From an optimization exercise on the open Yosys and OpenROAD flow, aimed at small area; shortcuts taken in it are not production practice.
In this exercise RTL edits were held to simulation tests only and were not proved equivalent to the original.
Power is estimated from default activity; no workload was simulated.

--- design/flow/run.sh ---
#!/bin/bash
# synth_recipe.tcl (not shown) runs the flow's synth.tcl, then flattens the netlist and writes it again
# the make line also repeats each setting of config.mk as NAME=value (left out here)
make -C /OpenROAD-flow-scripts/flow DESIGN_CONFIG=/design/flow/config.mk WORK_HOME=/design/flow/orfs CLKGATE_MAP_FILE= SYNTH_SCRIPT=/design/flow/synth_recipe.tcl finish
--- design/flow/config.mk ---
export PLATFORM = sky130hd
export DESIGN_NAME = vsc
export DESIGN_NICKNAME = vsc
export VERILOG_FILES = /design/flow/design.v
export SDC_FILE = /design/flow/constraint.sdc
export NUM_CORES = 4
export LEC_CHECK = 0
export CAP_MARGIN = 20
export CORE_MARGIN = 2
export CORE_UTILIZATION = 40
export SLEW_MARGIN = 20
--- design/flow/constraint.sdc ---
create_clock -name core_clock -period 25.0 [get_ports {clk}]
set_input_delay 5.0000 -clock core_clock [delete_from_list [all_inputs] [get_ports {clk}]]
set_output_delay 5.0000 -clock core_clock [all_outputs]
set_load 0.01 [all_outputs]
--- design/flow/design.v ---
module vsc_cct_unit (
    input  wire [4:0] k,
    input  wire [4:0] ph,
    input  wire [2:0] g,
    output wire       ck,
    output wire       kin,
    output wire       ab,
    output wire       lb
);
    reg [31:0] w;
    always @(*) begin
        case (k)
            5'd1: w = 32'h12b8034;
            5'd2: w = 32'h0a4d3c2;
            5'd3: w = 32'h0570069;
            5'd4: w = 32'h02cc7ee;
            5'd5: w = 32'h016bad3;
            5'd6: w = 32'h00b73cb;
            5'd7: w = 32'h005bf94;
            5'd8: w = 32'h002e139;
            5'd9: w = 32'h00170f8;
            5'd10: w = 32'h000b893;
            5'd11: w = 32'h0005c4f;
            5'd12: w = 32'h0002e29;
            5'd13: w = 32'h0001715;
            5'd14: w = 32'h0000b8b;
            5'd15: w = 32'h00005c5;
            5'd16: w = 32'h00002e3;
            5'd17: w = 32'h0000171;
            5'd18: w = 32'h00000b9;
            5'd19: w = 32'h000005c;
            5'd20: w = 32'h000002e;
            5'd21: w = 32'h0000017;
            5'd22: w = 32'h000000c;
            5'd23: w = 32'h0000006;
            5'd24: w = 32'h0000003;
            default: w = 32'h0;
        endcase
    end
    assign ck  = w[ph];
    wire [31:0] kc = 32'h155ed338;
    assign kin = kc[ph];
    wire [31:0] ac = 32'h4fb645a2;
    assign ab  = ac[k];
    wire [15:0] lc = 16'd1573 << (3'd5 - g);
    assign lb  = lc[k[3:0]];
endmodule
module vsc (
    input  wire        clk,
    input  wire        rst,             
    input  wire        host_wr,
    input  wire [3:0]  host_addr,       
    input  wire [31:0] host_wdata,
    output reg  [31:0] host_rdata,
    output wire        busy,
    output wire        bus_req,
    output reg  [2:0]  bus_op,          
    output wire [6:0]  bus_addr,
    output wire        bus_dir,         
    output wire [7:0]  bus_wdata,
    output wire        bus_nack,        
    input  wire        bus_rsp_valid,
    input  wire        bus_rsp_fail,    
    input  wire [7:0]  bus_rsp_data     
);
    localparam [2:0] B_START = 3'd1, B_RESTART = 3'd2, B_WRITE = 3'd3,
                     B_READ  = 3'd4, B_STOP    = 3'd5;
    localparam [3:0] S_IDLE = 4'd0,  S_REQ  = 4'd1,  S_ABORT = 4'd2,  S_FIN   = 4'd3,
                     S_GLO  = 4'd4,  S_GHI  = 4'd5,  S_NORM  = 4'd6,  S_LSTEP = 4'd7,
                     S_COPYP = 4'd8, S_COPYL = 4'd9, S_HORN  = 4'd10, S_EINIT = 4'd11,
                     S_ESTEP = 4'd12, S_EXTR = 4'd13, S_SHIFT = 4'd14, S_CLR  = 4'd15;
    reg        st_busy, st_done, st_ovr;
    reg [2:0]  st_code;
    reg [31:0] res;
    reg        res_ok;         
    reg [7:0]  cfg;
    reg [3:0]  st;
    reg        wt;             
    reg [2:0]  op;             
    reg [2:0]  pcode;          
    reg [2:0]  sub;
    reg [1:0]  grp;
    reg [7:0]  byt;            
    reg [4:0]  ph;
    reg [4:0]  kreg;
    reg        tc;             
    reg        ok, nz;
    reg        prev;
    reg        cw, cl, cp;
    reg [31:0] ws, lr, pr;
    assign busy     = st_busy;
    assign bus_addr = 7'h10;
    wire is_cfgw = (op == 3'd2) || (op == 3'd6);
    wire is_rdch = (op == 3'd3);
    wire is_cct  = (op == 3'd4);
    wire is_lux  = (op == 3'd5);
    wire cmd_wr = host_wr && (host_addr[3:2] == 2'd0);
    wire accept = cmd_wr && !st_busy;
    always @(*) begin
        case (host_addr[3:2])
            2'd0: host_rdata = 32'd0;
            2'd1: host_rdata = {24'd0, 1'b0, st_code, 1'b0, st_ovr, st_done, st_busy};
            2'd2: host_rdata = res_ok ? res : 32'd0;
            default: host_rdata = {24'd0, cfg};
        endcase
    end
    wire [3:0] w_op  = host_wdata[3:0];
    wire [7:0] w_arg = host_wdata[15:8];
    reg        w_illegal;
    always @(*) begin
        w_illegal = 1'b0;
        if (host_wdata[31:16] != 16'd0 || host_wdata[7:4] != 4'd0)
            w_illegal = 1'b1;
        else if (w_op == 4'd0 || w_op > 4'd6)
            w_illegal = 1'b1;
        else if ((w_op == 4'd1 || w_op == 4'd4 || w_op == 4'd5 || w_op == 4'd6) && w_arg != 8'd0)
            w_illegal = 1'b1;
        else if (w_op == 4'd3 && (w_arg < 8'h08 || w_arg > 8'h0b))
            w_illegal = 1'b1;
    end
    reg step_last;
    always @(*) begin
        bus_op    = B_STOP;
        step_last = 1'b0;
        if (op == 3'd1) begin
            bus_op    = (sub == 3'd0) ? B_START : B_STOP;
            step_last = (sub != 3'd0);
        end else if (is_cfgw) begin
            case (sub)
                3'd0:    bus_op = B_START;
                3'd1:    bus_op = B_WRITE;
                3'd2:    bus_op = B_WRITE;
                default: step_last = 1'b1;
            endcase
        end else begin
            case (sub)
                3'd0:    bus_op = B_START;
                3'd1:    bus_op = B_WRITE;
                3'd2:    bus_op = B_RESTART;
                3'd3:    bus_op = B_READ;
                3'd4:    bus_op = B_READ;
                default: step_last = !is_cct || (grp == 2'd2);
            endcase
        end
        if (st == S_ABORT) bus_op = B_STOP;
    end
    assign bus_req   = (st == S_REQ) || (st == S_ABORT);
    assign bus_dir   = (bus_op == B_RESTART);
    assign bus_nack  = sub[2];
    assign bus_wdata = (is_cct || is_lux) ? {6'b000010, is_lux ? 2'b01 : grp}
                     : (sub == 3'd1 && is_cfgw) ? 8'd0 : byt;
    wire failable = (bus_op == B_START) || (bus_op == B_WRITE) || (bus_op == B_RESTART);
    wire ckb, kinb, ab, lb;
    vsc_cct_unit u_rom (.k(kreg), .ph(ph), .g(cfg[6:4]), .ck(ckb), .kin(kinb), .ab(ab), .lb(lb));
    wire pass  = st[3] || st[2];            
    wire act   = pass && !wt;
    wire ph0   = (ph == 5'd0);
    wire ph31  = (ph == 5'd31);
    wire pend  = act && ph31;
    wire ws0 = ws[0];
    wire l0  = lr[0];
    wire p0  = pr[0];
    wire [4:0] woff = (is_rdch ? 5'd0 : is_lux ? 5'd15 : (grp == 2'd1) ? 5'd13 : 5'd14)
                    + {1'b0, (st == S_GHI), 3'b0};
    wire [4:0] wd   = ph - woff;
    wire       win  = (wd[4:3] == 2'b00);
    wire       bsel = byt[wd[2:0]];
    wire       bw   = win && bsel;
    wire       gws  = !is_cct || (grp == 2'd1);
    wire [5:0] phk = {1'b0, ph} + {1'b0, kreg};
    wire       tap = !phk[5] && ws[kreg];
    wire cwi  = ph0 ? 1'b0 : cw;
    wire sumw = ws0 ^ tap ^ cwi;
    wire cwo  = (ws0 & tap) | (ws0 & cwi) | (tap & cwi);
    wire ltap = ph31 ? (is_cct & l0) : lr[1];   
    wire la   = (st == S_HORN) ? ltap : l0;
    reg  lb_raw;
    always @(*) begin
        case (st)
            S_NORM:           lb_raw = (ph == 5'd25);
            S_LSTEP, S_ESTEP: lb_raw = ckb;
            S_HORN:           lb_raw = (is_lux ? lb : ab) & ws0;
            default:          lb_raw = 1'b0;
        endcase
    end
    wire lsub = (st == S_ESTEP) || ((st == S_NORM || st == S_LSTEP) && grp == 2'd1);
    wire lbb  = lb_raw ^ lsub;
    wire cli  = ph0 ? lsub : cl;
    wire suml = la ^ lbb ^ cli;
    wire clo  = (la & lbb) | (la & cli) | (lbb & cli);
    wire psub = (grp == 2'd2);
    wire pa   = (st == S_GLO && grp == 2'd0) ? 1'b0 : p0;
    wire pbb  = bw ^ psub;
    wire cpi  = ph0 ? psub : cp;
    wire sump = pa ^ pbb ^ cpi;
    wire cpo  = (pa & pbb) | (pa & cpi) | (pbb & cpi);
    wire commit = tc && ok;
    reg ws_in, l_in, p_in;
    always @(*) begin
        ws_in = ws0;
        l_in  = l0;
        p_in  = p0;
        if (act) begin
            case (st)
                S_GLO: begin
                    if (gws) ws_in = bw;
                    if (is_lux) l_in = 1'b0;
                    else if (is_cct && grp == 2'd1) l_in = kinb;
                    if (is_cct) p_in = sump;
                end
                S_GHI: begin
                    if (gws && win) ws_in = bsel;
                    if (is_cct) p_in = sump;
                end
                S_NORM: begin
                    ws_in = prev & !ph0;
                    l_in  = suml;
                end
                S_LSTEP: begin
                    if (commit) begin ws_in = sumw; l_in = suml; end
                end
                S_ESTEP: begin
                    if (commit) begin ws_in = sumw; l_in = suml; end
                end
                S_COPYP: ws_in = p0;
                S_COPYL: begin ws_in = l0; l_in = 1'b0; end
                S_HORN:  l_in = suml;
                S_EINIT: ws_in = !nz && (ok || ph31);
                S_SHIFT: ws_in = tap;
                S_CLR:   ws_in = (pcode == 3'd3);
                default: ;
            endcase
        end
    end
    wire [2:0] k3 = cfg[6:4];
    always @(posedge clk) begin
        ph   <= ph + 5'd1;
        ws   <= {ws_in, ws[31:1]};
        lr   <= {l_in, lr[31:1]};
        pr   <= {p_in, pr[31:1]};
        prev <= ws0;
        cw   <= cwo;
        cl   <= clo;
        cp   <= cpo;
        case (st)
            S_LSTEP, S_ESTEP: begin
                if (pend) begin
                    tc <= !tc;
                    if (tc) kreg <= kreg + 5'd1;
                end
            end
            S_HORN: if (pend) kreg <= kreg + 5'd1;
            S_EXTR: if (act && ph >= 5'd25 && ph <= 5'd29) kreg <= {!l0, kreg[4:1]};
            S_SHIFT: ;
            default: begin kreg <= 5'd0; tc <= 1'b0; end
        endcase
        if (act) begin
            if (st == S_LSTEP && !tc && ph31) ok <= !cwo;
            if (st == S_ESTEP && !tc && ph == 5'd24) ok <= clo && (kreg != 5'd0);
            if (st == S_HORN && ph == 5'd30) ok <= l_in;
            if (st == S_HORN && ph31) nz <= l_in;
            if (st == S_GHI) nz <= (!ph0 && nz) || ((grp == 2'd1) ? ws_in : p_in);
        end
        if (pend) wt <= 1'b0;
        if (rst) begin
            ph      <= 5'd0;
            st      <= S_IDLE;
            st_busy <= 1'b0;
            st_done <= 1'b0;
            st_ovr  <= 1'b0;
            st_code <= 3'd0;
            res_ok  <= 1'b0;
            cfg     <= 8'h00;
        end else begin
            if (cmd_wr && st_busy)
                st_ovr <= 1'b1;
            if (wt && ph31) wt <= 1'b0;
            case (st)
                S_IDLE: if (accept) begin
                    op      <= w_illegal ? 3'd0 : w_op[2:0];
                    pcode   <= w_illegal ? 3'd5 : (w_op == 4'd5 && cfg[6:4] > 3'd5) ? 3'd3 : 3'd0;
                    byt     <= w_arg | ((w_op == 4'd6) ? (cfg | 8'h04) : 8'h00);
                    sub     <= 3'd0;
                    grp     <= 2'd0;
                    st_busy <= 1'b1;
                    st_done <= 1'b0;
                    st_ovr  <= 1'b0;
                    wt      <= 1'b1;
                    st      <= w_illegal ? S_CLR : S_REQ;
                end
                S_REQ: if (bus_rsp_valid) begin
                    wt <= 1'b1;
                    if (bus_rsp_fail && failable) begin
                        st <= S_ABORT;
                    end else if (bus_op == B_READ) begin
                        byt <= bus_rsp_data;
                        sub <= sub + 3'd1;
                        st  <= sub[2] ? S_GHI : S_GLO;
                    end else if (step_last) begin
                        if (is_rdch)                 st <= S_FIN;
                        else if (pcode != 3'd0)      st <= S_CLR;
                        else if (is_lux)             st <= S_HORN;
                        else if (is_cct)             st <= S_COPYL;
                        else                         st <= S_CLR;
                    end else if (bus_op == B_STOP) begin
                        sub <= 3'd0;
                        grp <= grp + 2'd1;
                    end else begin
                        sub <= sub + 3'd1;
                    end
                end
                S_ABORT: if (bus_rsp_valid) begin
                    pcode <= 3'd1;
                    wt    <= 1'b1;
                    st    <= S_CLR;
                end
                S_FIN: if (ph0) begin
                    res     <= ws;
                    res_ok  <= 1'b1;
                    st_code <= pcode;
                    if (is_cfgw && pcode == 3'd0) cfg <= byt;
                    st_busy <= 1'b0;
                    st_done <= 1'b1;
                    st      <= S_IDLE;
                end
                default: if (pend) begin
                    case (st)
                        S_GLO: st <= S_REQ;
                        S_GHI: begin
                            st <= S_REQ;
                            if (is_cct && grp == 2'd1) begin
                                if (nz) st <= S_NORM;
                                else    pcode <= 3'd2;
                            end else if (is_cct && grp == 2'd2 && pcode == 3'd0) begin
                                if (nz && !p_in) st <= S_COPYP;
                                else             pcode <= 3'd4;
                            end
                        end
                        S_COPYP: st <= S_NORM;
                        S_NORM:  if (ws_in) st <= S_LSTEP;
                        S_LSTEP: if (tc && kreg == 5'd24) st <= S_REQ;
                        S_COPYL: st <= is_lux ? S_FIN : S_HORN;
                        S_HORN:  if (kreg == (is_lux ? 5'd15 : 5'd30)) st <= is_lux ? S_COPYL : S_EINIT;
                        S_EINIT: st <= (nz || ok) ? S_FIN : S_ESTEP;
                        S_ESTEP: if (tc && kreg == 5'd24) st <= S_EXTR;
                        S_EXTR:  st <= S_SHIFT;
                        default: st <= S_FIN;           
                    endcase
                end
            endcase
        end
    end
endmodule
==> results of run 1 <==
[registers in the layout (all words and copies together) (netlist names), 2 cells and up, named ones only]
register	count
ws	32
lr	32
grp	2
byt	8
sub	3
pcode	3
ph	5
op	3
st	4
kreg	5
pr	32
u_rom.w	25
cfg	8
st_code	3
res	32
[worst max-delay path: stages]
cell and delay [ps]:
clkdlybuf4s50_1 610, nor2b_1 200, buf_4 280, and2_1 190
a22o_1 150, clkdlybuf4s50_1 530
[routing by layer]
metal | global-route usage, % | vias up
met1 | 28.5 | 3860
met5 | 0 | -
met3 | 2.86 | 44
met2 | 29.8 | 252
li1 | - | 3894
met4 | 5.45 | 0
[layout by cell type (no fill, tap or decap), drive strengths merged, types with 21 or more instances in the layout]
cell             n
nor2b           21
a21oi           64
edfxtp          59
o21ai           54
mux2i           21
clkbuf          25
nand2           69
ha              40
and3            31
inv             43
nor3            23
nand3           22
nor2            75
clkdlybuf4s50   92
dfxtp          150
[through the flow]
stage	util, %	cell area [sq um]	worst slack (ps)
2_1_floorplan	-	10300	14160
4_1_cts	48.1	12100	12750
6_report	48.1	12100	13050
3_3_place_gp	45.1	11400	12780
3_5_place_dp	45.1	11400	12750
5_1_grt	48.1	12100	12910
[where the power goes]
group / switching [mW] / leakage, nW / internal [mW]
registers: 0.0352 / 1.76 / 0.391
logic: 0.166 / 2.42 / 0.114
clock network: 0.138 / 0.371 / 0.197
[cell type report]
type / instances / share of cell area (%)
Clock buffer: 25 / 4.97
Inverter: 42 / 1.32
Multi-Input combinational cell: 705 / 41.5
Timing Repair Buffer: 103 / 8.24
Sequential cell: 209 / 39.3
Tap cell: 330 / 3.40
Clock inverter: 15 / 1.24
[cells by family (layout without fill, tap and decap cells)]
| group | count (synthesis) | in the layout | share of synthesized area (%) |
|---|---|---|---|
| other | 2 | 7 | 0.0729 |
| and+or+nand+nor | 333 | 333 | 17.0 |
| xor gates and xnor gates | 15 | 15 | 1.28 |
| buffers and inverters | 110 | 185 | 4.92 |
| muxes | 48 | 48 | 7.33 |
| adders and majority gates | 46 | 46 | 5.93 |
| AOI/OAI and AO/OA | 256 | 256 | 17.0 |
| DFF | 209 | 209 | 46.4 |
[worst paths after layout]
path                              startpoint            end  slack, ps
worst max-delay path            host_addr[2]  host_rdata[0]      13050
worst min-delay path                   lr[3]          lr[2]        320
worst max register to register         st[0]       pcode[1]      20010
worst min register to register         lr[3]          lr[2]        320
==> qor.txt, run 1 <==
Register area share after synthesis = 46.4%
H-tree depth = 1
Final hold vios = 0
Sum of internal, switching and leakage power = 1.04 mW
Ranking of synthesized cells by instance count = dfxtp_1 (150), nor2_1 (74), nand2_1 (68)
Count of flip-flops with a built-in enable after synthesis = 59
Ratio of cells with drive above 1 in the final layout = 8.74%
Most numerous cell in the Yosys netlist = dfxtp_1
Global-route congestion overflow total = 0
Total GRT Usage = 19.4%
Largest vdd supply drop = 0.0787 mV
Average via count per standard cell = 5.63
Clock tree from TritonCTS = yes
I/O Buffers = 93
Post_cts resized = 0
Number of diodes added for antenna fixing = 0
Detailed-routed wire length on met3 = 1550 um
Worst hold stages = 0
Insertion delay to the later sink of the worst-skew pair = 510 ps
Chip width = 164 um
Routed metal-1 wire length = 12,700 um
Final antenna-violating net count = 0
Clock transition at the registers of the reported paths = 60 ps
Area added between synthesis and finish = 17.9%
Outcome = finished clean
Flip-flop and latch count after synthesis = 209
Final wirelength = 26,300 um
Via count = 8,050
Mean area per synthesized cell = 10.1 sq um
Number of buffers on the longest clock path = 3
RSZ-0062 raised after global routing = false
Uppermost layer routed = met4
Post-synth top area share = 29.2%
Slew headroom = 40.1%
Drt pass-1 iters = 5
Areal power density over the cells = 85.8 nW/um^2
Number of max-slew violations in the final report = 0
Number of non-filler instances in the completed layout = 1,429
Top_reg_cell synth = dfxtp_1
Post-DR wirelength/cell = 18.4 um
Clk sink count = 209
Type of the setup path with the least slack = input pin to output pin
Synthesized instance count = 1,019
Core outline area = 25,300 sq um
Setup bufs post-CTS = 0
Count of endpoints failing setup in the final report = 0
Final Critical Period = 11,950 ps
Class of the tightest hold or removal check = flop to flop
Top-level I/O count = 103
TritonCTS buffer count = 22
Detail Placement HPWL = 18,600 um
WP data required = 20,000 ps
DR iter-0 viols = 677
Synthesis warning total = 2
Max FO, Critical Path = 30
Synthesized cell area = 10,300 sq um
Area of the die = 27,000 sq um
Count of placed standard cells including taps = 1,389
LEAKAGE = 4.55 nW
Crit path capture type = output pin
Final-layout worst hold slack = 324 ps
Proportion of register bits with asynchronous set or reset after synthesis = 0%
Vertical die dimension = 164 um
Placement row count = 58
Synth area leaders = dfxtp_1 (29%), edfxtp_1 (17%), ha_1 (4.9%), a21oi_1 (3.1%), mux4_2 (2.8%)
FF-to-FF path depth = 17
Vias in the first global route = 7,569
Wire length of the first global-routing pass = 41,800 um
Sequential Area = 4770 sq um
RD Place Congestion = 0.923
Final-layout setup total negative slack = 0 ps
Distinct cell type count of the synthesized netlist = 95
Final layout net count = 1,177
Count of maximum capacitance violations = 0
Upper clock frequency limit = 83.6 MHz
# hold bufs at CTS = 0
Clock skew = 17.5 ps
Initial antenna violation count = 0
Area occupied by multi-input gates = 5040 sq um
Post-route clock period utilization = 47.8%
Drt drc = 0
Routed length on met2 = 11,500 um
Startpoint class of the critical path = input pin
Worst path arrival time = 6950 ps
Filler Cell Count = 2,370
Largest area contributor in the synthesized netlist = dfxtp_1
Slew at the pin closest to its max-slew limit = 882 ps
Maximum number of pins on one net before global-route repair = 38
Library cell used as clock root buffer = clkbuf_16
Starting density of the core = 40.8%
==> inputs of run 2 (changes only) <==
--- a/design/flow/design.v
+++ b/design/flow/design.v
@@ -9,33 +9,4 @@
 );
-    reg [31:0] w;
-    always @(*) begin
-        case (k)
-            5'd1: w = 32'h12b8034;
-            5'd2: w = 32'h0a4d3c2;
-            5'd3: w = 32'h0570069;
-            5'd4: w = 32'h02cc7ee;
-            5'd5: w = 32'h016bad3;
-            5'd6: w = 32'h00b73cb;
-            5'd7: w = 32'h005bf94;
-            5'd8: w = 32'h002e139;
-            5'd9: w = 32'h00170f8;
-            5'd10: w = 32'h000b893;
-            5'd11: w = 32'h0005c4f;
-            5'd12: w = 32'h0002e29;
-            5'd13: w = 32'h0001715;
-            5'd14: w = 32'h0000b8b;
-            5'd15: w = 32'h00005c5;
-            5'd16: w = 32'h00002e3;
-            5'd17: w = 32'h0000171;
-            5'd18: w = 32'h00000b9;
-            5'd19: w = 32'h000005c;
-            5'd20: w = 32'h000002e;
-            5'd21: w = 32'h0000017;
-            5'd22: w = 32'h000000c;
-            5'd23: w = 32'h0000006;
-            5'd24: w = 32'h0000003;
-            default: w = 32'h0;
-        endcase
-    end
-    assign ck  = w[ph];
+    wire [1023:0] ct = 1024'h0000000000000000000000000000000000000000000000000000000000000003000000060000000c000000170000002e0000005c000000b900000171000002e3000005c500000b8b0000171500002e2900005c4f0000b893000170f80002e1390005bf94000b73cb0016bad3002cc7ee0057006900a4d3c2012b803400000000;
+    assign ck  = ct[{k, ph}];
     wire [31:0] kc = 32'h155ed338;
@@ -259,5 +230,5 @@
             if (st == S_ESTEP && !tc && ph == 5'd24) ok <= clo && (kreg != 5'd0);
-            if (st == S_HORN && ph == 5'd30) ok <= l_in;
-            if (st == S_HORN && ph31) nz <= l_in;
-            if (st == S_GHI) nz <= (!ph0 && nz) || ((grp == 2'd1) ? ws_in : p_in);
+            if (st == S_HORN && ph == 5'd30) ok <= suml;
+            if (st == S_HORN && ph31) nz <= suml;
+            if (st == S_GHI) nz <= (!ph0 && nz) || ((grp == 2'd1) ? (win ? bsel : ws0) : sump);
         end
@@ -334,3 +305,3 @@
                             end else if (is_cct && grp == 2'd2 && pcode == 3'd0) begin
-                                if (nz && !p_in) st <= S_COPYP;
+                                if (nz && !sump) st <= S_COPYP;
                                 else             pcode <= 3'd4;
@@ -339,3 +310,3 @@
                         S_COPYP: st <= S_NORM;
-                        S_NORM:  if (ws_in) st <= S_LSTEP;
+                        S_NORM:  if (prev) st <= S_LSTEP;
                         S_LSTEP: if (tc && kreg == 5'd24) st <= S_REQ;
==> design/flow/flow/run.sh (new file) <==
#!/bin/bash
# Own layout flow: the standard ORFS flow (standard.sh) with these changes to how the
# layout is made:
#  - synthesis is the standard flow's (synth_recipe.tcl, unchanged), except that Yosys's abc maps the
#    combinational logic with flow/area.abc (area-oriented) instead of ORFS's script; the
#    registers are untouched by abc, so they are the standard synthesis's;
#  - port buffers use the smallest buffer cell (buf_1) instead of buffer_ports' default pick;
#  - CTS builds the clock tree from clkbuf_8 cells and inserts no dummy loads.
# make's full output goes to standard.log in this folder; each ORFS step also keeps its own
# log under orfs/logs/.
set -euo pipefail
export BUFFER_PORTS_ARGS="-buffer_cell sky130_fd_sc_hd__buf_1"
export CTS_ARGS="-sink_clustering_enable -repair_clock_nets -dont_use_dummy_load -buf_list sky130_fd_sc_hd__clkbuf_8"
export OWN_ABC_SCRIPT="$PWD/flow/area.abc"
cat flow/abc_hook.tcl synth_recipe.tcl > own_synth.tcl
sed 's#/synth_recipe\.tcl#/own_synth.tcl#g' standard.sh > own_standard.sh
grep -q own_synth.tcl own_standard.sh
bash own_standard.sh > standard.log 2>&1
==> design/flow/flow/abc_hook.tcl (new file) <==
# Yosys's abc, run with this flow's own ABC script (flow/area.abc, an area-oriented mapping)
# in place of the one ORFS picks. Everything else in the synthesis is the standard flow's, unchanged.
proc abc {args} {
  set i [lsearch -exact $args -script]
  if {$i >= 0} { lset args [expr {$i + 1}] $::env(OWN_ABC_SCRIPT) }
  yosys abc {*}$args
}
==> design/flow/flow/area.abc (new file) <==
strash
dch
amap
==> design/flow/standard.sh (new file) <==
#!/bin/bash
# synth_recipe.tcl (not shown) runs the flow's synth.tcl, then flattens the netlist and writes it again
# the make line also repeats each setting of config.mk as NAME=value (left out here)
make -C /OpenROAD-flow-scripts/flow DESIGN_CONFIG=/design/flow/config.mk WORK_HOME=/design/flow/orfs CLKGATE_MAP_FILE= SYNTH_SCRIPT=/design/flow/synth_recipe.tcl "${@:-finish}"
removed: design/flow/run.sh
==> run 2 against run 1 <==
Compared with the run above:
- global-route usage is 1.0 points higher
- clock power is 55% lower
- first-iteration DRC count is 20% higher
- highest routed layer unchanged
- cell count is 8.6% lower
- maximum frequency is 0.60% higher
- worst setup slack better by 71 ps
- non-clock buffer count is 3 lower
==> qor.txt, run 2 <==
Starting density of the core = 40.4% (was 40.8%)
Post_cts resized = 0 (unchanged)
Final layout net count = 1,123 (was 1,177)
Area of the die = 22,200 sq um (was 27,000 sq um)
Leading cell type in the layout, fill and taps excluded = nor2_1 (was dfxtp_1)
Wire length of the first global-routing pass = 35,500 um (was 41,800 um)
DR iter-0 viols = 813 (was 677)
Combinational cell fraction of total power = 32.1% (was 26.9%)
Clock transition at the registers of the reported paths = 90 ps (was 60 ps)
Final hold vios = 0 (unchanged)
Areal power density over the cells = 83.9 nW/um^2 (was 85.8 nW/um^2)
Number of non-filler instances in the completed layout = 1,306 (was 1,429)
Post-synth top area share = 29.7% (was 29.2%)
Net switching fraction of the power = 36.7% (was 32.6%)
Final Critical Period = 11,880 ps (was 11,950 ps)
Average via count per standard cell = 5.58 (was 5.63)
Cell-by-cell listing of the critical path = buf_1 -> clkinv_1 -> nand3_1 -> clkinv_1 -> a22oi_1 -> o21ai_0 -> buf_1 (was clkdlybuf4s50_1 -> nor2b_1 -> buf_4 -> and2_1 -> a22o_1 -> clkdlybuf4s50_1)
Number of buffers on the longest clock path = 2 (was 3)
Worst hold stages = 0 (unchanged)
Initial antenna violation count = 0 (unchanged)
Vertical die dimension = 149 um (was 164 um)
Worst path arrival time = 6880 ps (was 6950 ps)
Number of diodes added for antenna fixing = 0 (unchanged)
Vias in the first global route = 6,719 (was 7,569)
I/O Buffers = 93 (unchanged)
Clk sink count = 184 (was 209)
Flip-flop and latch count after synthesis = 184 (was 209)
Hold Path Sink = pr[4] (was lr[2])
H-tree depth = 4 (was 1)
Placement row count = 53 (was 58)
Sum of internal, switching and leakage power = 785 uW (was 1.04 mW)
Drt drc = 0 (unchanged)
Largest area contributor in the synthesized netlist = dfxtp_1 (unchanged)
Global-route congestion overflow total = 0 (unchanged)
Most frequent cells in the layout = nor2_1 (157), dfxtp_1 (125), clkinv_1 (107), buf_1 (93), edfxtp_1 (59) (was dfxtp_1 (150), clkdlybuf4s50_1 (92), nor2_1 (73), nand2_1 (68), a21oi_1 (64))
Final wirelength = 22,300 um (was 26,300 um)
# hold bufs at CTS = 0 (unchanged)
Class of the tightest hold or removal check = flop to flop (unchanged)
TritonCTS buffer count = 17 (was 22)
Largest delay contributor family on the critical path = buffers and inverters (unchanged)
FF-to-FF path depth = 15 (was 17)
Count of flip-flops with a built-in enable after synthesis = 59 (unchanged)
Mean area per synthesized cell = 9.19 sq um (was 10.1 sq um)
Chip width = 149 um (was 164 um)
Post-DR wirelength/cell = 17.1 um (was 18.4 um)
Worst path max stage delay = 670 ps (was 610 ps)
Clock network fraction of design power = 19.2% (was 32.1%)
Detail Placement HPWL = 16,700 um (was 18,600 um)
Slew headroom = 40.5% (was 40.1%)
Number of max-slew violations in the final report = 0 (unchanged)
Outcome = finished clean (unchanged)
Ranking of synthesized cells by instance count = nor2_1 (158), dfxtp_1 (125), clkinv_1 (107) (was dfxtp_1 (150), nor2_1 (74), nand2_1 (68))
Max FO, Critical Path = 25 (was 30)
Final-layout worst hold slack = 305 ps (was 324 ps)
Sequential group share of total power = 48.7% (was 40.9%)
Largest vdd supply drop = 0.0374 mV (was 0.0787 mV)
Combined buffer and inverter count along the critical path = 4 (was 3)
Register area share after synthesis = 50.8% (was 46.4%)
Synthesized cell area = 8410 sq um (was 10,300 sq um)
Slew at the pin closest to its max-slew limit = 891 ps (was 882 ps)
Synthesized instance count = 916 (was 1,019)
Internal reg-to-reg setup slack = 19,220 ps (was 20,010 ps)
Type of the setup path with the least slack = input pin to output pin (unchanged)
Startpoint of the lowest-slack register-to-register path = ph[3] (was st[0])
Upper clock frequency limit = 84.1 MHz (was 83.6 MHz)
RSZ-0062 raised after global routing = false (unchanged)
FF-to-FF End = pcode[0] (was pcode[1])
Max stage delay cell, worst path = nand3_1 (was clkdlybuf4s50_1)
Clock tree from TritonCTS = yes (unchanged)
Crit path capture type = output pin (unchanged)
Via count = 7,281 (was 8,050)
Distinct cell type count of the synthesized netlist = 44 (was 95)
Core outline area = 20,800 sq um (was 25,300 sq um)
Top_reg_cell synth = dfxtp_1 (unchanged)
Maximum number of pins on one net before global-route repair = 42 (was 38)
Fraction of the core area covered by cells at the end of the flow = 45.0% (was 48.1%)
Count of endpoints failing setup in the final report = 0 (unchanged)
Post-route clock period utilization = 47.5% (was 47.8%)
Internal power contribution = 497 uW (was 702 uW)
Proportion of register bits with asynchronous set or reset after synthesis = 0% (unchanged)
Final antenna-violating net count = 0 (unchanged)
Most numerous cell in the Yosys netlist = nor2_1 (was dfxtp_1)
Hold Startpoint = pr[5] (was lr[3])
Area added between synthesis and finish = 11.3% (was 17.9%)
Startpoint class of the critical path = input pin (unchanged)
Count of maximum capacitance violations = 0 (unchanged)
Switch Pwr = 288 uW (was 340 uW)
LEAKAGE = 3.26 nW (was 4.55 nW)
Synthesis warning total = 1 (was 2)
WP data required = 20,000 ps (about the same)
Count of placed standard cells including taps = 1,289 (was 1,389)
Setup bufs post-CTS = 0 (unchanged)
Final-layout setup total negative slack = 0 ps (unchanged)
Total GRT Usage = 20.5% (was 19.4%)
Ratio of cells with drive above 1 in the final layout = 2.42% (was 8.74%)
RD Place Congestion = 0.935 (was 0.923)
Top-level I/O count = 103 (unchanged)
Clock skew = 29.9 ps (was 17.5 ps)
Synth area leaders = dfxtp_1 (30%), edfxtp_1 (21%), nor2_1 (7.0%), ha_1 (5.4%), clkinv_1 (4.8%) (was dfxtp_1 (29%), edfxtp_1 (17%), ha_1 (4.9%), a21oi_1 (3.1%), mux4_2 (2.8%))
Insertion delay to the later sink of the worst-skew pair = 460 ps (was 510 ps)
Drt pass-1 iters = 7 (was 5)
Library cell used as clock root buffer = clkbuf_8 (was clkbuf_16)
[run 2: changes by cell type after synthesis, sizes merged, moves of 16 or more]
cell    previous run  this run
nor2              75       158
dfxtp            150       125
inv               39         0
a221oi             2        18
nor3              23        47
o22ai              3        31
mux2i             21         0
clkinv             3       107
buf               42         7
and2              18         0
clkbuf            26         0
a21oi             64        48
and3              31         2
mux4              19         0
[run 2: per-stage QoR]
stage | instance area, sq um | worst slack, ps
finish | 9360 | 13120
global placement | 9130 | 13140
detailed placement | 9130 | 13070
floorplan | 8430 | 13730
CTS | 9360 | 13070
global route | 9360 | 12840
[run 2: final cells by class]
cell class,count,area (sq um)
flip-flops and latches,184,4270
inverters,107,402
clock buffers,17,234
fillers,2124,11500
multi-input cells,623,3710
repair buffers,100,402
well taps,275,344
[run 2: power by group through the flow]
stage	logic [mW]	clock network, mW	registers [mW]
finish	0.253	0.151	0.382
global route	0.285	0.166	0.387
CTS	0.251	0.155	0.382
detailed placement	0.249	0	0.389
global placement	0.250	0	0.388
floorplan	0.179	0	0.378
[run 2: cells by family after synthesis]
logic type	count (synthesis)	share of synthesized area (%)
other cells	2	0.0893
compound gates	239	19.1
buf+inv	114	5.40
simple gates	336	18.1
flops	184	50.8
fa+ha+maj	41	6.54
[run 2: how the worst max path moves through the flow]
stage                          endpoint  depth (start not counted)    startpoint  slack, ps
final                     host_rdata[4]                          7  host_addr[2]      13120
after global placement    host_rdata[5]                          7  host_addr[2]      13140
after detailed placement  host_rdata[4]                          7  host_addr[2]      13070
after CTS                 host_rdata[4]                          7  host_addr[2]      13070
after floorplan           host_rdata[0]                          5  host_addr[2]      13730
after global routing      host_rdata[6]                          7  host_addr[2]      12840
[run 2: routing by layer]
layer | part of all wire [%] | track usage [%] | vias to the layer above
met5 | 0 | 0 | -
met4 | 1.4 | 5.48 | 0
met3 | 5.6 | 3.52 | 31
met2 | 47 | 33.5 | 299
met1 | 46 | 28.0 | 3401
li1 | - | - | 3550
[run 2: worst register-to-register path: cells and delay by family (launching register included)]
family	cells	cell delay, ps
AO/OA/AOI/OAI	3	970
AND/OR/NAND/NOR	6	1270
flip-flops	1	720
adder cells (fa/ha/maj)	3	1620
buffers and inverters	3	840
==> inputs of run 3 (changes only) <==
==> design/flow/flow/area.abc (replaced) <==
strash
dch -f
amap
strash
dch -f
amap
==> run 3 against run 2 <==
Compared with the run above:
- largest cell class unchanged
- wire length grew 2.2%
- utilization grew 0.67 points
- clock skew grew 8.0 ps
- count of clock-buffer cells in the layout is the same
- combinational power grew 11%
- non-clock buffer count is the same
- flip-flop and latch count is the same
- sequential share of layout area grew 0.20 points
==> qor.txt, run 3 <==
Initial antenna violation count = 0 (unchanged)
Number of max-slew violations in the final report = 0 (unchanged)
Post-route clock period utilization = 48.5% (was 47.5%)
Average via count per standard cell = 5.52 (was 5.58)
Worst path arrival time = 7120 ps (was 6880 ps)
Clock transition at the registers of the reported paths = 100 ps (was 90 ps)
Synthesis warning total = 1 (unchanged)
Startpoint of the lowest-slack register-to-register path = ph[2] (was ph[3])
Top_reg_cell synth = dfxtp_1 (unchanged)
Vias in the first global route = 6,638 (was 6,719)
Count of flip-flops with a built-in enable after synthesis = 59 (unchanged)
Crit path capture type = output pin (unchanged)
I/O Buffers = 93 (unchanged)
Crit path from = host_addr[2] (unchanged)
# hold bufs at CTS = 0 (unchanged)
Starting density of the core = 41.0% (was 40.4%)
Synthesized cell area = 8380 sq um (was 8410 sq um)
Core outline area = 20,400 sq um (was 20,800 sq um)
Upper clock frequency limit = 82.5 MHz (was 84.1 MHz)
Max FO, Critical Path = 25 (unchanged)
TritonCTS buffer count = 17 (unchanged)
Final-layout setup total negative slack = 0 ps (unchanged)
Post-synth top area share = 29.9% (was 29.7%)
Count of maximum capacitance violations = 0 (unchanged)
Proportion of register bits with asynchronous set or reset after synthesis = 0% (unchanged)
Slew headroom = 31.8% (was 40.5%)
Design area = 9320 sq um (was 9360 sq um)
H-tree depth = 4 (unchanged)
Number of diodes added for antenna fixing = 0 (unchanged)
Class of the tightest hold or removal check = flop to flop (unchanged)
Ranking of synthesized cells by instance count = nor2_1 (156), dfxtp_1 (125), clkinv_1 (113) (was nor2_1 (158), dfxtp_1 (125), clkinv_1 (107))
Post-DR wirelength/cell = 17.6 um (was 17.1 um)
Clock skew = 37.9 ps (was 29.9 ps)
Final hold vios = 0 (unchanged)
Register area share after synthesis = 51.0% (was 50.8%)
DR iter-0 viols = 764 (was 813)
Clk sink count = 184 (unchanged)
Synth area leaders = dfxtp_1 (30%), edfxtp_1 (21%), nor2_1 (7.0%), ha_1 (5.4%), clkinv_1 (5.1%) (was dfxtp_1 (30%), edfxtp_1 (21%), nor2_1 (7.0%), ha_1 (5.4%), clkinv_1 (4.8%))
Insertion delay to the later sink of the worst-skew pair = 460 ps (about the same)
Via count = 7,145 (was 7,281)
Slew at the pin closest to its max-slew limit = 1020 ps (was 891 ps)
Outcome = finished clean (unchanged)
Most frequent cells in the layout = nor2_1 (155), dfxtp_1 (125), clkinv_1 (113), buf_1 (93) (was nor2_1 (157), dfxtp_1 (125), clkinv_1 (107), buf_1 (93), edfxtp_1 (59))
Final layout net count = 1,117 (was 1,123)
Final WS setup = 12,880 ps (was 13,120 ps)
Maximum number of pins on one net before global-route repair = 42 (unchanged)
Drt drc = 0 (unchanged)
Type of the setup path with the least slack = input pin to output pin (unchanged)
Areal power density over the cells = 88.6 nW/um^2 (was 83.9 nW/um^2)
Routed length on met2 = 10,100 um (was 10,400 um)
Count of placed standard cells including taps = 1,278 (was 1,289)
Number of non-filler instances in the completed layout = 1,295 (was 1,306)
Synthesized instance count = 910 (was 916)
Largest vdd supply drop = 0.0380 mV (was 0.0374 mV)
Pre-CTS setup slack = 12,770 ps (was 13,070 ps)
Top-level I/O count = 103 (unchanged)
Routed metal-1 wire length = 10,300 um (was 10,400 um)
Area added between synthesis and finish = 11.2% (was 11.3%)
Most numerous cell in the Yosys netlist = nor2_1 (unchanged)
Startpoint class of the critical path = input pin (unchanged)
Area of the die = 22,100 sq um (was 22,200 sq um)
LEAKAGE = 3.20 nW (was 3.26 nW)
Mean area per synthesized cell = 9.21 sq um (was 9.19 sq um)
Final wirelength = 22,800 um (was 22,300 um)
WP data required = 20,000 ps (about the same)
Distinct cell type count of the synthesized netlist = 48 (was 44)
Detail Placement HPWL = 16,900 um (was 16,700 um)
RSZ-0062 raised after global routing = false (unchanged)
Number of buffers on the longest clock path = 2 (unchanged)
Leading cell type in the layout, fill and taps excluded = nor2_1 (unchanged)
Final antenna-violating net count = 0 (unchanged)
Wire length of the first global-routing pass = 36,200 um (was 35,500 um)
Total GRT Usage = 21.0% (was 20.5%)
Clock tree from TritonCTS = yes (unchanged)
Detailed-routed wire length on met3 = 1800 um (was 1250 um)
Hold Startpoint = lr[15] (was pr[5])
Library cell used as clock root buffer = clkbuf_8 (unchanged)
Global-route congestion overflow total = 0 (unchanged)
Setup bufs post-CTS = 0 (unchanged)
Final Critical Period = 12,120 ps (was 11,880 ps)
RD Place Congestion = 0.921 (was 0.935)
Chip width = 149 um (about the same)
Uppermost layer routed = met4 (unchanged)
Count of endpoints failing setup in the final report = 0 (unchanged)
Placed instance area = 9090 sq um (was 9130 sq um)
Largest area contributor in the synthesized netlist = dfxtp_1 (unchanged)
Flip-flop and latch count after synthesis = 184 (unchanged)
Vertical die dimension = 149 um (about the same)
Sum of internal, switching and leakage power = 826 uW (was 785 uW)
Placement row count = 52 (was 53)
Post_cts resized = 0 (unchanged)
Ratio of cells with drive above 1 in the final layout = 2.44% (was 2.42%)
Drt pass-1 iters = 6 (was 7)
==> run 3: changes by cell type after synthesis, moves of 4 or more <==
cell and delta:
a21oi_1 -15, clkinv_1 +6, a221oi_1 +9, o221ai_1 -8, a31oi_1 -6, nand4_1 +4
nor3_1 -20, a22oi_1 -6, or4_1 -5, o21ai_0 +17, nand2_1 +5
==> run 3: power by group <==
part,internal [mW],total (mW),switching (mW)
combinational,0.0999,0.280,0.180
clock,0.0603,0.151,0.0907
sequential,0.355,0.395,0.0401
==> run 3: layer usage <==
metal / global-route usage (%) / vias to the layer above
met5: 0 / -
met4: 6.86 / 0
met3: 4.80 / 47
met2: 33.1 / 338
met1: 28.8 / 3263
li1: - / 3497
==> run 3: cells by family (layout without fill, tap and decap cells) <==
logic type / after synthesis / after routing / share of synthesized area (%)
adder cells (fa/ha/maj): 41 / 41 / 6.57
buffers and inverters: 120 / 230 / 5.69
flip-flops: 184 / 184 / 51.0
other: 2 / 7 / 0.0896
AO/OA/AOI/OAI: 243 / 243 / 19.7
AND/OR/NAND/NOR: 320 / 320 / 17.0
==> run 3: final timing paths <==
| path | end | slack (ps) | cells past startpoint |
|---|---|---|---|
| max | host_rdata[1] | 12880 | 7 |
| min | lr[14] | 310 | 0 |
| max reg2reg | lr[31] | 19720 | 24 |
| min reg2reg | lr[14] | 310 | 0 |
==> run 3: stage by stage <==
| step | utilization [%] | hold WS, ps |
|---|---|---|
| finish | 45.6 | 312 |
| global route | 45.6 | 316 |
| global placement | 44.5 | 311 |
| CTS | 45.6 | 305 |
| detailed placement | 44.5 | 312 |
| floorplan | - | 310 |
==> run 3: cell type report <==
type / instances / area (sq um)
Fill cell: 2040 / 11100
Sequential cell: 184 / 4270
Multi-Input combinational cell: 611 / 3650
Inverter: 113 / 424
Timing Repair Buffer: 100 / 402
Tap cell: 270 / 338
Clock buffer: 17 / 234
==> run 3: worst max-delay path: stages <==
cell and delay [ps]:
buf_1 120, clkinv_1 90, nand3_1 680, clkinv_1 490, a22oi_1 360, o21ai_0 210
buf_1 170
==> inputs of run 4 (changes only) <==
--- a/design/flow/flow/run.sh
+++ b/design/flow/flow/run.sh
@@ -3,5 +3,5 @@
 # layout is made:
-#  - synthesis is the standard flow's (synth_recipe.tcl, unchanged), except that Yosys's abc maps the
-#    combinational logic with flow/area.abc (area-oriented) instead of ORFS's script; the
-#    registers are untouched by abc, so they are the standard synthesis's;
+#  - synthesis is the standard flow's (synth_recipe.tcl, unchanged), except that extract_fa is skipped and
+#    Yosys's abc maps the combinational logic with flow/area.abc (area-oriented) instead of
+#    ORFS's script (see flow/abc_hook.tcl); the registers are the standard synthesis's;
 #  - port buffers use the smallest buffer cell (buf_1) instead of buffer_ports' default pick;
==> design/flow/flow/abc_hook.tcl (replaced) <==
# Two changes to how the standard flow's synthesis (synth_recipe.tcl, otherwise unchanged) maps the
# combinational logic; neither touches the registers, which dfflibmap has already mapped:
#  - extract_fa is skipped, so adders are left as plain gates for abc instead of being
#    mapped to fa/ha cells;
#  - abc runs with this flow's own script (flow/area.abc, an area-oriented mapping) in
#    place of the one ORFS picks.
proc extract_fa {args} {}
proc abc {args} {
  set i [lsearch -exact $args -script]
  if {$i >= 0} { lset args [expr {$i + 1}] $::env(OWN_ABC_SCRIPT) }
  yosys abc {*}$args
}
==> design/flow/flow/area.abc (replaced) <==
strash
dch
amap
==> run 4 against run 3 <==
Compared with the run above:
- final area down 6.0%
- sequential share of layout area up 2.9 points
- utilization down 0.32 points
- synthesized area down 6.5%
- clock power about the same
- wire length down 5.2%
- sequential power about the same
- flip-flop and latch count unchanged
==> qor.txt, run 4 <==
Outcome = finished clean (unchanged)
Post-DR wirelength/cell = 17.2 um (was 17.6 um)
Final hold vios = 0 (unchanged)
Most frequent cells in the layout = nor2_1 (172), dfxtp_1 (125), buf_1 (93), clkinv_1 (90) (was nor2_1 (155), dfxtp_1 (125), clkinv_1 (113), buf_1 (93))
Ranking of synthesized cells by instance count = nor2_1 (173), dfxtp_1 (125), clkinv_1 (90) (was nor2_1 (156), dfxtp_1 (125), clkinv_1 (113))
Max stage delay cell, worst path = nand3_1 (unchanged)
Global-route congestion overflow total = 0 (unchanged)
Final Critical Period = 11,810 ps (was 12,120 ps)
Synth area leaders = dfxtp_1 (32%), edfxtp_1 (23%), nor2_1 (8.3%), clkinv_1 (4.3%), o21ai_0 (3.6%) (was dfxtp_1 (30%), edfxtp_1 (21%), nor2_1 (7.0%), ha_1 (5.4%), clkinv_1 (5.1%))
Drt pass-1 iters = 6 (unchanged)
Average via count per standard cell = 5.60 (was 5.52)
Upper clock frequency limit = 84.7 MHz (was 82.5 MHz)
Insertion delay to the later sink of the worst-skew pair = 470 ps (was 460 ps)
Via count = 7,029 (was 7,145)
Clock network fraction of design power = 19.5% (was 18.3%)
Slew at the pin closest to its max-slew limit = 869 ps (was 1020 ps)
Hold Startpoint = pr[11] (was lr[15])
Largest delay contributor family on the critical path = buffers and inverters (unchanged)
FF-to-FF path depth = 20 (was 24)
Sequential Area = 4270 sq um (unchanged)
Leading cell type in the layout, fill and taps excluded = nor2_1 (unchanged)
Clock skew = 40.1 ps (was 37.9 ps)
Vertical die dimension = 144 um (was 149 um)
Worst path arrival time = 6810 ps (was 7120 ps)
Chip width = 144 um (was 149 um)
Initial antenna violation count = 0 (unchanged)
Combinational cell fraction of total power = 29.3% (was 33.9%)
Cell-by-cell listing of the critical path = buf_1 -> clkinv_1 -> nand3_1 -> clkinv_1 -> a22oi_1 -> o21ai_0 -> buf_1 (unchanged)
Hold Path Sink = pr[10] (was lr[14])
Slew headroom = 41.9% (was 31.8%)
Top_reg_cell synth = dfxtp_1 (unchanged)
Largest vdd supply drop = 0.0513 mV (was 0.0380 mV)
Mean area per synthesized cell = 8.94 sq um (was 9.21 sq um)
H-tree depth = 4 (unchanged)
Crit path capture type = output pin (unchanged)
Worst path max stage delay = 650 ps (was 680 ps)
Final layout net count = 1,041 (was 1,117)
Startpoint of the lowest-slack register-to-register path = op[1] (was ph[2])
Post-synth top area share = 31.9% (was 29.9%)
Design area = 8760 sq um (was 9320 sq um)
Synthesized instance count = 876 (was 910)
Startpoint class of the critical path = input pin (unchanged)
Area of the die = 20,700 sq um (was 22,100 sq um)
I/O Buffers = 93 (unchanged)
Number of max-slew violations in the final report = 0 (unchanged)
Area occupied by multi-input gates = 3190 sq um (was 3650 sq um)
TritonCTS buffer count = 17 (unchanged)
Sum of internal, switching and leakage power = 773 uW (was 826 uW)
Placed instance area = 8530 sq um (was 9090 sq um)
Number of buffers on the longest clock path = 2 (unchanged)
Count of maximum capacitance violations = 0 (unchanged)
FF-to-FF End = pcode[2] (was lr[31])
Class of the tightest hold or removal check = flop to flop (unchanged)
Filler Cell Count = 1,913 (was 2,040)
Vias in the first global route = 6,380 (was 6,638)
Number of non-filler instances in the completed layout = 1,255 (was 1,295)
DR iter-0 viols = 753 (was 764)
Areal power density over the cells = 88.2 nW/um^2 (was 88.6 nW/um^2)
Synthesized cell area = 7830 sq um (was 8380 sq um)
Maximum number of pins on one net before global-route repair = 35 (was 42)
Post-route clock period utilization = 47.2% (was 48.5%)
Clock transition at the registers of the reported paths = 90 ps (was 100 ps)
Internal power contribution = 490 uW (was 515 uW)
Distinct cell type count of the synthesized netlist = 45 (was 48)
Setup bufs post-CTS = 0 (unchanged)
RD Place Congestion = 0.958 (was 0.921)
Synthesis warning total = 1 (unchanged)
Most numerous cell in the Yosys netlist = nor2_1 (unchanged)
Starting density of the core = 40.5% (was 41.0%)
Largest area contributor in the synthesized netlist = dfxtp_1 (unchanged)
Wire length of the first global-routing pass = 33,600 um (was 36,200 um)
# hold bufs at CTS = 0 (unchanged)
Count of endpoints failing setup in the final report = 0 (unchanged)
Total GRT Usage = 21.1% (was 21.0%)
Proportion of register bits with asynchronous set or reset after synthesis = 0% (unchanged)
Clock tree from TritonCTS = yes (unchanged)
Placement row count = 51 (was 52)
Combined buffer and inverter count along the critical path = 4 (unchanged)
Type of the setup path with the least slack = input pin to output pin (unchanged)
Top-level I/O count = 103 (unchanged)
Net switching fraction of the power = 36.6% (was 37.6%)
Internal reg-to-reg setup slack = 19,770 ps (was 19,720 ps)
Register area share after synthesis = 54.6% (was 51.0%)
LEAKAGE = 2.92 nW (was 3.20 nW)
Area added between synthesis and finish = 11.9% (was 11.2%)
Ratio of cells with drive above 1 in the final layout = 2.42% (was 2.44%)
Count of placed standard cells including taps = 1,238 (was 1,278)
Worst hold stages = 0 (unchanged)
Number of diodes added for antenna fixing = 0 (unchanged)
Count of flip-flops with a built-in enable after synthesis = 59 (unchanged)
Drt drc = 0 (unchanged)
Sequential group share of total power = 51.2% (was 47.8%)
Clk sink count = 184 (unchanged)
Post_cts resized = 0 (unchanged)
Final-layout setup total negative slack = 0 ps (unchanged)
RSZ-0062 raised after global routing = false (unchanged)
Max FO, Critical Path = 25 (unchanged)
Library cell used as clock root buffer = clkbuf_8 (unchanged)
Final antenna-violating net count = 0 (unchanged)
WP data required = 20,000 ps (about the same)
Core outline area = 19,300 sq um (was 20,400 sq um)
Flip-flop and latch count after synthesis = 184 (unchanged)
Switch Pwr = 283 uW (was 311 uW)
Final wirelength = 21,600 um (was 22,800 um)
Detail Placement HPWL = 16,000 um (was 16,900 um)
[run 4: cell types whose count changed after synthesis, sizes merged, moves of 8 or more]
cell	before	now
ha	36	0
clkinv	113	90
a221oi	27	7
a21oi	33	51
nor2	156	173
nor3	27	36
o221ai	3	11
[run 4: cells by family (layout without fill, tap and decap cells)]
group | after synthesis | after routing | synth area share, %
DFF | 184 | 184 | 54.6
other | 2 | 7 | 0.0959
AOI/OAI and AO/OA | 252 | 252 | 21.2
buffers and inverters | 97 | 206 | 4.98
and+or+nand+nor | 341 | 341 | 19.2
[run 4: how the worst max path moves through the flow]
stage	startpoint	to	depth (start not counted)
4_1_cts	host_addr[2]	host_rdata[2]	7
3_3_place_gp	host_addr[2]	host_rdata[5]	7
2_1_floorplan	host_addr[2]	host_rdata[0]	5
5_1_grt	host_addr[2]	host_rdata[0]	7
3_5_place_dp	host_addr[2]	host_rdata[2]	7
6_report	host_addr[2]	host_rdata[2]	7
[run 4: cell type report]
class                   instances  share of cell area (%)
inverters                      90                    3.86
multi-input cells             600                    36.4
repair buffers                 99                    4.50
well taps                     265                    3.78
flip-flops and latches        184                    48.8
clock buffers                  17                    2.67
[run 4: power groups by stage]
stage | sequential, mW | combinational [mW] | clock [mW]
floorplan | 0.388 | 0.157 | 0
global placement | 0.402 | 0.222 | 0
detailed placement | 0.402 | 0.221 | 0
CTS | 0.396 | 0.222 | 0.154
global route | 0.401 | 0.248 | 0.166
finish | 0.396 | 0.226 | 0.151
[run 4: per-layer routing]
layer	track usage, %	vias up	part of all wire (%)
met5	0	-	0
met4	7.28	0	2.6
met3	4.23	46	6.7
met2	33.7	318	45
met1	28.7	3249	46
li1	-	3416	-
[run 4: per-stage QoR]
step | hold slack [ps] | worst slack (ps) | util (%)
after floorplan | 310 | 13730 | -
after global placement | 311 | 13150 | 44.1
after detailed placement | 312 | 13110 | 44.1
after CTS | 313 | 13110 | 45.3
after global routing | 313 | 12750 | 45.3
final | 309 | 13190 | 45.3
==> inputs of run 5 (changes only) <==
==> design/flow/flow/run.sh (replaced) <==
#!/bin/bash
# Own layout flow: the standard ORFS flow (standard.sh, standard synthesis unchanged),
# with two changes to how the layout is built:
#  - port buffers use the smallest buffer cell (buf_1) instead of buffer_ports' default pick;
#  - CTS builds the clock tree from clkbuf_8 cells and inserts no dummy loads.
# make's full output goes to standard.log in this folder; each ORFS step also keeps its own
# log under orfs/logs/.
set -euo pipefail
export BUFFER_PORTS_ARGS="-buffer_cell sky130_fd_sc_hd__buf_1"
export CTS_ARGS="-sink_clustering_enable -repair_clock_nets -dont_use_dummy_load -buf_list sky130_fd_sc_hd__clkbuf_8"
bash standard.sh > standard.log 2>&1
--- a/design/flow/config.mk
+++ b/design/flow/config.mk
@@ -7,2 +7,3 @@
 export LEC_CHECK = 0
+export ABC_AREA = 1
 export CAP_MARGIN = 20
removed: design/flow/flow/abc_hook.tcl
removed: design/flow/flow/area.abc
==> run 5 against run 4 <==
Compared with the run above:
- still clean
- combinational power up 39%
- clock power hardly changed
- worst setup slack improved by 400 ps
- sequential share of layout area shrank 5.1 points
- wire length is 6.8% higher
- critical path depth decreased by 3
- clock skew fell by 2.8 ps
- maximum frequency grew 3.5%
- critical path type unchanged
- highest routed layer is now met5
==> qor.txt, run 5 <==
Number of diodes added for antenna fixing = 0 (unchanged)
Filler Cell Count = 2,246 (was 1,913)
Routed metal-1 wire length = 10,800 um (was 9850 um)
Largest area contributor in the synthesized netlist = dfxtp_1 (unchanged)
Worst path arrival time = 6410 ps (was 6810 ps)
Wire length of the first global-routing pass = 37,500 um (was 33,600 um)
Max stage delay cell, worst path = nand3_2 (was nand3_1)
Uppermost layer routed = met5 (was met4)
Distinct cell type count of the synthesized netlist = 51 (was 45)
Worst path max stage delay = 520 ps (was 650 ps)
Class of the tightest hold or removal check = flop to flop (unchanged)
Post_cts resized = 0 (unchanged)
Leading cell type in the layout, fill and taps excluded = nand2_1 (was nor2_1)
Largest vdd supply drop = 0.0377 mV (was 0.0513 mV)
Upper clock frequency limit = 87.7 MHz (was 84.7 MHz)
Startpoint of the lowest-slack register-to-register path = ph[2] (was op[1])
Final Critical Period = 11,410 ps (was 11,810 ps)
Count of flip-flops with a built-in enable after synthesis = 59 (unchanged)
Clock skew = 37.2 ps (was 40.1 ps)
Insertion delay to the later sink of the worst-skew pair = 480 ps (was 470 ps)
TritonCTS buffer count = 17 (unchanged)
Mean area per synthesized cell = 8.01 sq um (was 8.94 sq um)
Area occupied by multi-input gates = 3950 sq um (was 3190 sq um)
Final-layout setup total negative slack = 0 ps (unchanged)
Post-route clock period utilization = 45.6% (was 47.2%)
Pre-CTS setup slack = 13,130 ps (was 13,110 ps)
Slew headroom = 27.7% (was 41.9%)
Startpoint class of the critical path = input pin (unchanged)
Hold Path Sink = pr[8] (was pr[10])
DR iter-0 viols = 672 (was 753)
Number of max-slew violations in the final report = 0 (unchanged)
Average via count per standard cell = 5.19 (was 5.60)
FF-to-FF End = pcode[2] (unchanged)
Slew at the pin closest to its max-slew limit = 1070 ps (was 869 ps)
Final layout net count = 1,296 (was 1,041)
Clock tree from TritonCTS = yes (unchanged)
Most Frequent Cell on Critical Path = buf_1
Top_reg_cell synth = dfxtp_1 (unchanged)
Flip-flop and latch count after synthesis = 184 (unchanged)
FF-to-FF path depth = 15 (was 20)
Final antenna-violating net count = 0 (unchanged)
Library cell used as clock root buffer = clkbuf_8 (unchanged)
Sequential Area = 4270 sq um (unchanged)
Type of the setup path with the least slack = input pin to output pin (unchanged)
Global-route congestion overflow total = 0 (unchanged)
Count of maximum capacitance violations = 0 (unchanged)
Via count = 7,703 (was 7,029)
LEAKAGE = 4.21 nW (was 2.92 nW)
Number of buffers on the longest clock path = 2 (unchanged)
Post-synth top area share = 27.8% (was 31.9%)
Chip width = 154 um (was 144 um)
Top-level I/O count = 103 (unchanged)
Setup bufs post-CTS = 0 (unchanged)
Combined buffer and inverter count along the critical path = 2 (was 4)
Crit path from = host_addr[3] (was host_addr[2])
Initial antenna violation count = 1 (was 0)
RD Place Congestion = 0.915 (was 0.958)
Most numerous cell in the Yosys netlist = nand2_1 (was nor2_1)
Area added between synthesis and finish = 8.73% (was 11.9%)
Outcome = finished clean (unchanged)
Synthesis warning total = 1 (unchanged)
Largest delay contributor family on the critical path = buffers and inverters (unchanged)
Max FO, Critical Path = 29 (was 25)
Cell-by-cell listing of the critical path = buf_1 -> nand3_2 -> o221ai_1 -> buf_1 (was buf_1 -> clkinv_1 -> nand3_1 -> clkinv_1 -> a22oi_1 -> o21ai_0 -> buf_1)
Detailed-routed wire length on met3 = 1420 um (was 1450 um)
Total GRT Usage = 19.8% (was 21.1%)
Areal power density over the cells = 88.3 nW/um^2 (was 88.2 nW/um^2)
Most frequent cells in the layout = nand2_1 (202), inv_1 (149), nor2_1 (134), dfxtp_1 (125), buf_1 (93) (was nor2_1 (172), dfxtp_1 (125), buf_1 (93), clkinv_1 (90))
Vias in the first global route = 7,267 (was 6,380)
Clk sink count = 184 (unchanged)
H-tree depth = 4 (unchanged)
Starting density of the core = 41.0% (was 40.5%)
Routed length on met2 = 10,200 um (was 9740 um)
Crit path capture type = output pin (unchanged)
Internal reg-to-reg setup slack = 20,240 ps (was 19,770 ps)
Drt drc = 0 (unchanged)
Maximum number of pins on one net before global-route repair = 46 (was 35)
RSZ-0062 raised after global routing = false (unchanged)
Register area share after synthesis = 47.5% (was 54.6%)
Final WS setup = 13,590 ps (was 13,190 ps)
Detail Placement HPWL = 17,100 um (was 16,000 um)
Synth area leaders = dfxtp_1 (28%), edfxtp_1 (20%), nand2_1 (8.4%), inv_1 (6.2%), nor2_1 (5.6%) (was dfxtp_1 (32%), edfxtp_1 (23%), nor2_1 (8.3%), clkinv_1 (4.3%), o21ai_0 (3.6%))
Count of endpoints failing setup in the final report = 0 (unchanged)
Vertical die dimension = 154 um (was 144 um)
Worst hold stages = 0 (unchanged)
Core outline area = 22,000 sq um (was 19,300 sq um)
I/O Buffers = 93 (unchanged)
Final wirelength = 23,100 um (was 21,600 um)
Ratio of cells with drive above 1 in the final layout = 4.24% (was 2.42%)
# hold bufs at CTS = 0 (unchanged)
Hold Startpoint = pr[9] (was pr[11])
Synthesized cell area = 9000 sq um (was 7830 sq um)
Ranking of synthesized cells by instance count = nand2_1 (202), inv_1 (149), nor2_1 (135) (was nor2_1 (173), dfxtp_1 (125), clkinv_1 (90))
WP data required = 20,000 ps (about the same)
Drt pass-1 iters = 5 (was 6)
Clock transition at the registers of the reported paths = 110 ps (was 90 ps)
Final hold vios = 0 (unchanged)
Proportion of register bits with asynchronous set or reset after synthesis = 0% (unchanged)
Synthesized instance count = 1,124 (was 876)
Area of the die = 23,700 sq um (was 20,700 sq um)
Post-DR wirelength/cell = 15.5 um (was 17.2 um)
Placement row count = 54 (was 51)
==> run 5: cell count changes in the layout (fill, tap and decap cells not counted), sizes merged, moves of 22 or more <==
| cell | delta |
|---|---|
| nand3 | +76 |
| inv | +155 |
| ha | +36 |
| nor2 | -30 |
| o22ai | -31 |
| nor2b | -28 |
| clkinv | -87 |
| nand2 | +146 |
| o21ai | +22 |
==> run 5: report_power, final <==
group	switching (mW)	leakage [nW]	internal [mW]
combinational	0.213	2.53	0.102
clock	0.0933	0.122	0.0603
sequential	0.0359	1.56	0.360
total	0.342	4.21	0.522
==> run 5: how the worst max path moves through the flow <==
stage          slack (ps)  cells past startpoint              to
2_1_floorplan       14190                      5  host_rdata[10]
6_report            13590                      4   host_rdata[6]
3_5_place_dp        13130                      4   host_rdata[4]
5_1_grt             13340                      4   host_rdata[3]
4_1_cts             13130                      4   host_rdata[4]
3_3_place_gp        13250                      4   host_rdata[4]
==> run 5: stage by stage <==
step	cells	power, mW	util [%]	instance area [sq um]	hold WS, ps
finish	1484	0.864	44.6	9790	287
global route	1484	0.929	44.6	9790	277
CTS	1484	0.867	44.5	9780	291
detailed placement	1467	0.713	43.5	9550	312
global placement	1467	0.714	43.5	9550	312
floorplan	1129	0.626	-	9020	310
==> run 5: per-layer routing <==
| layer | track usage, % | up-vias |
|---|---|---|
| li1 | - | 3866 |
| met2 | 31.0 | 298 |
| met3 | 3.69 | 50 |
| met4 | 7.79 | 2 |
| met5 | 0 | - |
| met1 | 27.1 | 3487 |
==> run 5: cell families (layout without fill, tap and decap cells) <==
group | Yosys count | after routing | share of synthesized area, %
flops | 184 | 184 | 47.5
mux | 1 | 1 | 0.111
other cells | 2 | 7 | 0.0834
xor+xnor | 6 | 6 | 0.584
simple gates | 486 | 486 | 23.5
compound gates | 206 | 206 | 13.2
buf+inv | 198 | 273 | 8.94
fa+ha+maj | 41 | 41 | 6.12
==> run 5: layout make-up <==
type,count,area share [%]
Timing Repair Buffer,98,3.95
Sequential cell,184,43.7
Tap cell,280,3.58
Clock buffer,17,2.39
Multi-Input combinational cell,747,40.3
Inverter,158,6.06

[static timing again, ports no longer ideal]
The flow's constraints put no driver on any port. The routed layouts listed below were extracted and timed again, unchanged, in two steps. Step 1: set_driving_cell puts a clkbuf_16 on clk and a buf_2 on each other input, an assumption about the parent block. Step 2 moves the port delays by t, midway between the first and last clock arrival at a register: inputs arrive t later, outputs are due t later. That takes back most of the time a late clock gives input paths. a / b / c = ideal ports / drivers / drivers and shift; a / b = the first two.
run | t (ns) | setup slack, ns | slew at the worst register clock pin (ns) | cell pins on the clock port's net
run 1 | 0.546 | 13.045 / 13.022 / 13.022 | 0.07 / 0.07 | 1
run 2 | 0.486 | 13.116 / 13.095 / 13.095 | 0.10 / 0.10 | 1
run 3 | 0.479 | 12.881 / 12.858 / 12.858 | 0.10 / 0.10 | 1
run 4 | 0.489 | 13.190 / 13.168 / 13.168 | 0.11 / 0.11 | 1
run 5 | 0.497 | 13.595 / 13.570 / 13.570 | 0.11 / 0.11 | 1
After both steps setup and hold are still met in every run listed. The setup slack of run 5, which loses most, moves by -0.025 ns with the drivers and by -0.025 ns with both steps.
